Background: an optimization exercise with open tools, aiming at small area, a short achievable clock period and few clock cycles per item. Do not read the settings as production practice.
Function was checked by simulation only, so behaviour that the tests miss may differ from the original.
Power is estimated from default activity; no workload was simulated.

==> flow/run.sh <==
#!/bin/bash
# synth_recipe.tcl (not shown) runs the flow's synth.tcl, then flattens the netlist and writes it again
# the make line also repeats each setting of config.mk as NAME=value (left out here)
make -C /OpenROAD-flow-scripts/flow DESIGN_CONFIG=/design/flow/config.mk WORK_HOME=/design/flow/orfs CLKGATE_MAP_FILE= SYNTH_SCRIPT=/design/flow/synth_recipe.tcl finish
==> flow/config.mk <==
export PLATFORM = sky130hd
export DESIGN_NAME = bfc_bitbuf
export DESIGN_NICKNAME = bfc_bitbuf
export VERILOG_FILES = /design/flow/design.v
export SDC_FILE = /design/flow/constraint.sdc
export NUM_CORES = 4
export LEC_CHECK = 0
export CAP_MARGIN = 20
export CORE_MARGIN = 2
export CORE_UTILIZATION = 40
export SLEW_MARGIN = 20
==> flow/constraint.sdc <==
create_clock -name core_clock -period 12.0 [get_ports {clk}]
set_input_delay 2.4000 -clock core_clock [delete_from_list [all_inputs] [get_ports {clk}]]
set_output_delay 2.4000 -clock core_clock [all_outputs]
set_load 0.01 [all_outputs]
==> flow/design.v <==
module bfc_bitbuf (
    input  wire        clk,
    input  wire        rst,           
    input  wire        cmd_valid,
    output wire        cmd_ready,
    input  wire [31:0] cmd_hdr,
    input  wire [63:0] cmd_a0,
    output wire        rsp_valid,
    input  wire        rsp_ready,
    output wire [7:0]  rsp_status,
    output wire [63:0] rsp_r0
);
    localparam integer NBUF      = 2;
    localparam integer CAP_BYTES = 32;
    localparam integer CAP_BITS  = 8 * CAP_BYTES;           
    localparam integer NBYTES    = NBUF * CAP_BYTES;
    localparam [7:0] ST_OK       = 8'h00;
    localparam [7:0] ST_ABSENT   = 8'h11;
    localparam [7:0] ST_WIDTH    = 8'h12;
    localparam [7:0] ST_GRAN     = 8'h14;
    localparam [7:0] ST_BELOW    = 8'h15;
    localparam [7:0] ST_INUSE    = 8'h17;
    localparam [7:0] ST_CAPACITY = 8'h20;
    localparam [7:0] ST_ALLOC    = 8'h30;
    localparam [7:0] ST_ILLEGAL  = 8'h61;
    localparam [7:0] OP_CREATE  = 8'h01;
    localparam [7:0] OP_DESTROY = 8'h02;
    localparam [7:0] OP_BITLEN  = 8'h03;
    localparam [7:0] OP_POS     = 8'h04;
    localparam [7:0] OP_ISALIGN = 8'h05;
    localparam [7:0] OP_ALIGN   = 8'h06;
    localparam [7:0] OP_SKIP    = 8'h07;
    localparam [7:0] OP_PEEK    = 8'h10;
    localparam [7:0] OP_READ    = 8'h11;
    localparam [7:0] OP_WRITE   = 8'h12;
    localparam [1:0] S_IDLE = 2'd0;
    localparam [1:0] S_LOOP = 2'd1;
    localparam [1:0] S_RESP = 2'd2;
    reg [NBUF-1:0] valid;
    reg [8:0]      bit_count [0:NBUF-1];
    reg [8:0]      cursor    [0:NBUF-1];
    reg [7:0]      store     [0:NBYTES-1];    
    reg [1:0]  state;
    reg [7:0]  status;
    reg [63:0] r0;
    reg        lp_slot;        
    reg        lp_write;
    reg        lp_read;        
    reg        lp_msbyte;
    reg        lp_msbit;
    reg [6:0]  lp_w;
    reg [6:0]  lp_done;
    reg [8:0]  lp_pos;
    reg [63:0] lp_val;         
    wire [7:0] opc      = cmd_hdr[7:0];
    wire [3:0] buf_n    = cmd_hdr[11:8];
    wire       hdr_lsby = cmd_hdr[12];
    wire       hdr_lsbi = cmd_hdr[13];
    wire [6:0] width    = cmd_hdr[22:16];
    wire is_bufcmd = (opc >= OP_CREATE && opc <= OP_SKIP) &&
                     ((cmd_hdr & 32'hFFFF_F0FF) == {24'd0, opc});
    wire is_codec  = (opc >= OP_PEEK && opc <= OP_WRITE) &&
                     ((cmd_hdr & 32'hFF80_C0FF) == {24'd0, opc});
    wire legal     = is_bufcmd || is_codec;
    wire       b_in_range = (buf_n < NBUF);
    wire       b          = buf_n[0];
    wire       present    = b_in_range && valid[b];
    wire [8:0] bc         = bit_count[b];
    wire [8:0] cur        = cursor[b];
    wire width_ok = (width != 7'd0) && (width <= 7'd64);
    wire        g_pow2   = (cmd_a0 != 64'd0) && ((cmd_a0 & (cmd_a0 - 64'd1)) == 64'd0);
    wire [66:0] g8_mask  = {cmd_a0, 3'b000} - 67'd1;
    wire        is_alnd  = (({58'd0, cur} & g8_mask) == 67'd0);
    wire [66:0] align_t  = ({58'd0, cur} + g8_mask) & ~g8_mask;
    wire signed [65:0] skip_t = $signed({57'd0, cur}) + $signed({{2{cmd_a0[63]}}, cmd_a0});
    wire [9:0] write_t = {1'b0, cur} + {3'd0, width};
    reg        zf_en;
    reg [5:0]  zf_lo, zf_hi;     
    function [5:0] bytes_of;     
        input [9:0] bits;
        bytes_of = bits[8:3] + {5'd0, (bits[2:0] != 3'd0)};
    endfunction
    wire [2:0] lp_o    = lp_pos[2:0];
    wire [4:0] lp_idx  = lp_pos[7:3];
    wire [6:0] lp_left = lp_w - lp_done;
    wire [3:0] lp_n    = (lp_left < 7'd8 - {4'd0, lp_o}) ? lp_left[3:0] : (4'd8 - {1'b0, lp_o});
    wire [3:0] lp_sh   = lp_msbit ? (4'd8 - {1'b0, lp_o} - lp_n) : {1'b0, lp_o};
    wire [7:0] lp_mask = (8'd1 << lp_n) - 8'd1;    
    wire [7:0] lp_old  = store[{lp_slot, lp_idx}];
    wire [7:0]  rd_chunk = (lp_old >> lp_sh) & lp_mask;
    wire [63:0] rd_next  = lp_msbyte ? ((lp_val << lp_n) | {56'd0, rd_chunk})
                                     : (lp_val | ({56'd0, rd_chunk} << lp_done));
    wire [63:0] wr_src   = lp_msbyte ? (lp_val >> (lp_left - {3'd0, lp_n})) : (lp_val >> lp_done);
    wire [7:0]  wr_chunk = wr_src[7:0] & lp_mask;
    wire [7:0]  wr_byte  = (lp_old & ~(lp_mask << lp_sh)) | (wr_chunk << lp_sh);
    wire lp_last = ({3'd0, lp_n} == lp_left);
    assign cmd_ready  = (state == S_IDLE);
    assign rsp_valid  = (state == S_RESP);
    assign rsp_status = status;
    assign rsp_r0     = r0;
    integer i;
    always @(posedge clk) begin
        zf_en = 1'b0;
        zf_lo = 6'd0;
        zf_hi = 6'd0;
        if (rst) begin
            state <= S_IDLE;
            valid <= {NBUF{1'b0}};
            for (i = 0; i < NBUF; i = i + 1) begin
                bit_count[i] <= 9'd0;
                cursor[i]    <= 9'd0;
            end
        end else begin
            case (state)
                S_IDLE: if (cmd_valid) begin
                    status <= ST_OK;
                    r0     <= 64'd0;
                    state  <= S_RESP;
                    if (!legal) begin
                        status <= ST_ILLEGAL;
                    end else if (opc == OP_CREATE) begin
                        if (!b_in_range)
                            status <= ST_ABSENT;
                        else if (valid[b])
                            status <= ST_INUSE;
                        else if (cmd_a0 > CAP_BYTES)
                            status <= ST_ALLOC;
                        else begin
                            zf_en = 1'b1;
                            zf_lo = 6'd0;
                            zf_hi = cmd_a0[5:0];
                            valid[b]     <= 1'b1;
                            bit_count[b] <= {cmd_a0[5:0], 3'b000};
                            cursor[b]    <= 9'd0;
                        end
                    end else if (!present) begin
                        status <= ST_ABSENT;
                    end else begin
                        case (opc)
                            OP_DESTROY: begin
                                valid[b]     <= 1'b0;
                                bit_count[b] <= 9'd0;
                                cursor[b]    <= 9'd0;
                            end
                            OP_BITLEN: r0 <= {55'd0, bc};
                            OP_POS:    r0 <= {55'd0, cur};
                            OP_ISALIGN: begin
                                if (!g_pow2) status <= ST_GRAN;
                                else         r0 <= {63'd0, is_alnd};
                            end
                            OP_ALIGN: begin
                                if (!g_pow2)
                                    status <= ST_GRAN;
                                else if (align_t > CAP_BITS)
                                    status <= ST_ALLOC;
                                else begin
                                    if (align_t[8:0] > bc) begin
                                        zf_en = 1'b1;
                                        zf_lo = bytes_of({1'b0, bc});
                                        zf_hi = bytes_of(align_t[9:0]);
                                        bit_count[b] <= align_t[8:0];
                                    end
                                    cursor[b] <= align_t[8:0];
                                end
                            end
                            OP_SKIP: begin
                                if (skip_t < 0)
                                    status <= ST_BELOW;
                                else if (skip_t > CAP_BITS)
                                    status <= ST_ALLOC;
                                else begin
                                    if (skip_t[8:0] > bc) begin
                                        zf_en = 1'b1;
                                        zf_lo = bytes_of({1'b0, bc});
                                        zf_hi = bytes_of(skip_t[9:0]);
                                        bit_count[b] <= skip_t[8:0];
                                    end
                                    cursor[b] <= skip_t[8:0];
                                end
                            end
                            default: begin    
                                if (!width_ok)
                                    status <= ST_WIDTH;
                                else if (opc != OP_WRITE && {2'd0, width} > bc - cur)
                                    status <= ST_CAPACITY;
                                else if (opc == OP_WRITE && write_t > CAP_BITS)
                                    status <= ST_ALLOC;
                                else begin
                                    if (opc == OP_WRITE && write_t[8:0] > bc) begin
                                        zf_en = 1'b1;
                                        zf_lo = bytes_of({1'b0, bc});
                                        zf_hi = bytes_of(write_t);
                                        bit_count[b] <= write_t[8:0];
                                    end
                                    lp_slot   <= b;
                                    lp_write  <= (opc == OP_WRITE);
                                    lp_read   <= (opc == OP_READ);
                                    lp_msbyte <= !hdr_lsby;
                                    lp_msbit  <= !hdr_lsbi;
                                    lp_w      <= width;
                                    lp_done   <= 7'd0;
                                    lp_pos    <= cur;
                                    lp_val    <= (opc == OP_WRITE) ?
                                                 (width == 7'd64 ? cmd_a0 :
                                                  cmd_a0 & ~({64{1'b1}} << width)) : 64'd0;
                                    state     <= S_LOOP;
                                end
                            end
                        endcase
                    end
                end
                S_LOOP: begin
                    if (lp_write)
                        store[{lp_slot, lp_idx}] <= wr_byte;
                    else
                        lp_val <= rd_next;
                    lp_done <= lp_done + {3'd0, lp_n};
                    lp_pos  <= lp_pos + {5'd0, lp_n};
                    if (lp_last) begin
                        state <= S_RESP;
                        if (!lp_write)
                            r0 <= rd_next;
                        if (lp_write || lp_read)
                            cursor[lp_slot] <= lp_pos + {5'd0, lp_n};
                    end
                end
                S_RESP: begin
                    if (rsp_ready)
                        state <= S_IDLE;
                end
                default: state <= S_IDLE;
            endcase
        end
        if (zf_en) begin
            for (i = 0; i < CAP_BYTES; i = i + 1)
                if (i >= zf_lo && i < zf_hi)
                    store[b * CAP_BYTES + i] <= 8'h00;
        end
    end
endmodule
==> run notes <==
## routing by layer
metal,track usage (%),share of wire (%)
met1,41.6,40
met2,50.0,44
met3,6.27,9.4
met4,17.4,6.5
met5,0,0.039
## worst max-delay path: stages
cell	delay, ps
clkdlybuf4s50_1	430
buf_4	220
nor3_1	180
nand3_1	220
nor4_1	230
buf_4	180
nand3_1	210
nor4_1	600
nor2b_1	410
nor2b_1	250
nand2b_1	150
nor2_1	160
nand2_1	80
ha_1	280
nor4_1	720
nand4_1	350
or4_1	640
a31o_2	310
or3_1	480
or3_1	410
or3_1	350
a32o_1	240
nand2_1	630
a31oi_4	330
a2111oi_4	750
nor2_1	120
## layout by cell type, fill, tap and decap left out, types with 32 or more instances in the layout
cell / netlist / routed
mux2i_1: 712 / 708
edfxtp_1: 214 / 214
a21oi_1: 239 / 237
o21ai_0: 203 / 202
nand3_1: 275 / 275
or3_1: 63 / 62
a211oi_1: 89 / 87
and2_1: 43 / 42
o211ai_1: 55 / 55
ha_1: 157 / 157
nand2b_1: 42 / 41
mux4_2: 120 / 120
nand2_1: 384 / 383
buf_4: 15 / 165
mux2_2: 57 / 57
a31o_2: 35 / 35
or4_1: 36 / 36
o31ai_1: 35 / 35
clkbuf_16: 0 / 83
inv_1: 118 / 117
a31oi_1: 32 / 32
xnor2_1: 43 / 43
and3_1: 68 / 68
nor3_1: 153 / 147
dfxtp_1: 500 / 500
nor2_1: 718 / 717
a22oi_1: 43 / 43
nand4_1: 58 / 58
o22ai_1: 41 / 41
a21o_1: 55 / 53
clkdlybuf4s50_1: 0 / 170
nor4_1: 79 / 78
## registers in the layout (all words and copies together) (netlist names), 2 cells and up, named ones only
| register | count |
|---|---|
| bit_count | 18 |
| cursor | 18 |
| lp_done | 7 |
| lp_pos | 9 |
| lp_val | 64 |
| lp_w | 7 |
| r0 | 64 |
| state | 2 |
| status | 6 |
| store | 512 |
## power by group through the flow
stage	clock [W]	sequential, W	combinational, W
after global placement	0	0.00255	0.000527
after detailed placement	0	0.00255	0.000528
after global routing	0.00268	0.00250	0.000584
after CTS	0.00258	0.00250	0.000531
after floorplan	0	0.00255	0.000303
final	0.00256	0.00250	0.000550
## through the flow
stage          worst slack, ps  power, W  instances  hold WS, ps  area [µm²]
2_1_floorplan             1470   0.00286       5697          429       51200
3_3_place_gp               746   0.00308       7335          436       55000
3_5_place_dp               833   0.00308       7335          443       55000
4_1_cts                   1490   0.00561       7479          454       57700
5_1_grt                    706   0.00576       7480          466       57700
6_report                  1180   0.00561       7482          454       57700
## cell families (layout without fill, tap and decap cells)
logic type,count (synthesis),in the layout,synth area share (%)
AOI/OAI and AO/OA,1284,1284,18.4
xor gates and xnor gates,68,68,1.19
adders and majority gates,165,165,4.15
buffers and inverters,488,608,3.87
DFF,714,714,32.1
muxes,889,889,20.4
other,1,5,0.00732
and+or+nand+nor,2087,2087,19.9
## cell usage after synthesis, types with 31 or more instances
library cell / n
o21ai_1: 33
and3_1: 68
ha_1: 157
inv_1: 118
dfxtp_1: 500
and2_1: 43
nor2_1: 718
o22ai_1: 41
xnor2_1: 43
nand2_1: 384
buf_2: 59
nand4_1: 58
mux2_2: 57
nor2b_1: 34
nand3_1: 275
mux2i_1: 712
nor4_1: 79
or4_1: 36
a21oi_1: 239
a31o_2: 35
clkbuf_1: 242
a211oi_1: 89
edfxtp_1: 214
nand2b_1: 42
a21o_1: 55
nor3_1: 153
mux4_2: 120
o21a_1: 31
or3_1: 63
a31oi_1: 32
o211ai_1: 55
buf_1: 43
a211o_1: 31
o21ai_0: 203
a22oi_1: 43
o31ai_1: 35
## final cells by class
class	instances	area share (%)
tap	1662	3.61
clock inverter	37	0.792
multi-input combinational	4495	57.2
clock buffer	107	3.86
antenna	3	0.0130
sequential	714	28.5
inverter	126	0.820
timing repair buffer	338	5.20
## path summary, 6_finish.rpt
check,cells after the start,end,slack (ps),start
min reg2reg,2,store[19][0],450,store[19][0]
min,2,store[19][0],450,store[19][0]
max,26,store[60][7],1180,cmd_a0[3]
max reg2reg,32,store[63][4],1950,lp_done[2]
==> results.toml <==
[clock_tree]
cts-buffers-inserted = 81
cts.repair.resized = 0
cts_setup_buffers = 0
htreeDepth = 3
clk_pin_slew_ps = 60
cts.sinks = 714
clk_latency_ps = 710
cts_hold_buf = 0
ctsRootBufferMaster = "clkbuf_16"
cts_tree = "yes"
max-clock-path-buffers = 3

[worst_setup_path]
worstPathRequired_ps = 12550
cp_max_fo = 12
end_kind = "flip-flop"
arrival_ps = 11370
crit_type = "in -> reg"
worstSetupStartpointType = "input pin"

[yosys]
synthTopCellsByArea = "dfxtp_1 (20%), mux2i_1 (14%), edfxtp_1 (13%), mux4_2 (5.3%), nor2_1 (5.3%)"
yosys_most_used_dff = "dfxtp_1"
async_flop_share_pct = 0
yosysTopAreaCellShare_pct = 19.5
synthesis.area_um2 = 51200
ys_seq_area_share_pct = 32.1
ys_seq_elements = 714
synth_top_area_cell = "dfxtp_1"
synthCells = 5696
synth-edff-count = 214
ys_types = 114
syn_avg_cell_area_um2 = 8.99
ys_warn_count = 1

[final_layout]
area_growth_pct = 12.6
multi_input_area_um2 = 33000
drive_above_1_share_pct = 11.4
seqCellArea_um2 = 16400
fillCellCount = 12407
fin_nets = 6021
post-route-util_pct = 45.3

[power]
sw_frac_of_total_pct = 26.4
switching_power_w = 0.00148
seqPwrFrac_pct = 44.5
comb_power_share_pct = 9.8
irDropWorstVdd_mv = 0.102
clock_power_share_pct = 45.6
p_int_w = 0.00413
p_leak_nw = 22.9
power.density_nw_per_um2 = 97.2

[die]
pin_count = 174
dieArea_um2 = 131000
fp-row-count = 131
start_util_pct = 40.2
die_height_um = 362
die_width_um = 362
core_region_area_um2 = 127000

[place]
gp_congestion = 1.04
hpwl_mm = 162
io_buffers = 171

[drt]
vias = 49057
wirelength_mm = 217
wl_per_cell_um = 28.9
drtIter0Drc = 6564
vias_per_cell = 6.56
drc_errors = 0
ant_nets = 0
first_pass_iters = 6

[job]
drv_cap = 0

[global_route]
grt_max_degree = 105
overflow = 0
grt_usage_pct = 32.0
grt_pass1_vias = 45920
grt_first_pass_wirelength_mm = 316
grt_antenna_before_repair = 9

[outcome]
status = "finished clean"

[timing]
drv_slew = 0
min_period_ps = 10820
rsz0062_at_grt = "false"
setup_viol = 0
worst_slew_pin_slew_ps = 1200
setup_tns_ps = 0
finalHoldViolCount = 0
fmax_ghz = 0.0924
skew_ps = 47.2
max_slew_margin_pct = 19.3
finalCritPeriodShare_pct = 90.2

[min_path]
hold_class = "reg -> reg"
Testbench counts, summed over its fixed seeds: cycles 15,222, commands 3,200.

[port drivers added, routing unchanged]
How much do the figures lean on ideal ports? The routed layout below was timed once more, with nothing changed but the port constraints. Step 1 assumes that a clkbuf_16 drives the clock port and a buf_2 every other input. Step 2 moves the port delays by t, midway between the first and last clock arrival at a register: inputs arrive t later, outputs are due t later. That takes back most of the time a late clock gives input paths. Slacks: ideal / step 1 / step 2; pairs: ideal / step 1.
t, ns: 0.761
setup slack, ns: 1.176 / 1.223 / 0.462
slew at the worst register clock pin (ns): 0.07 / 0.07
worst slew at a driven data input, ns: 0.17
After both steps this run still meets setup and hold. For this run, drivers alone change the setup slack by +0.047 ns; drivers and shift together by -0.714 ns.
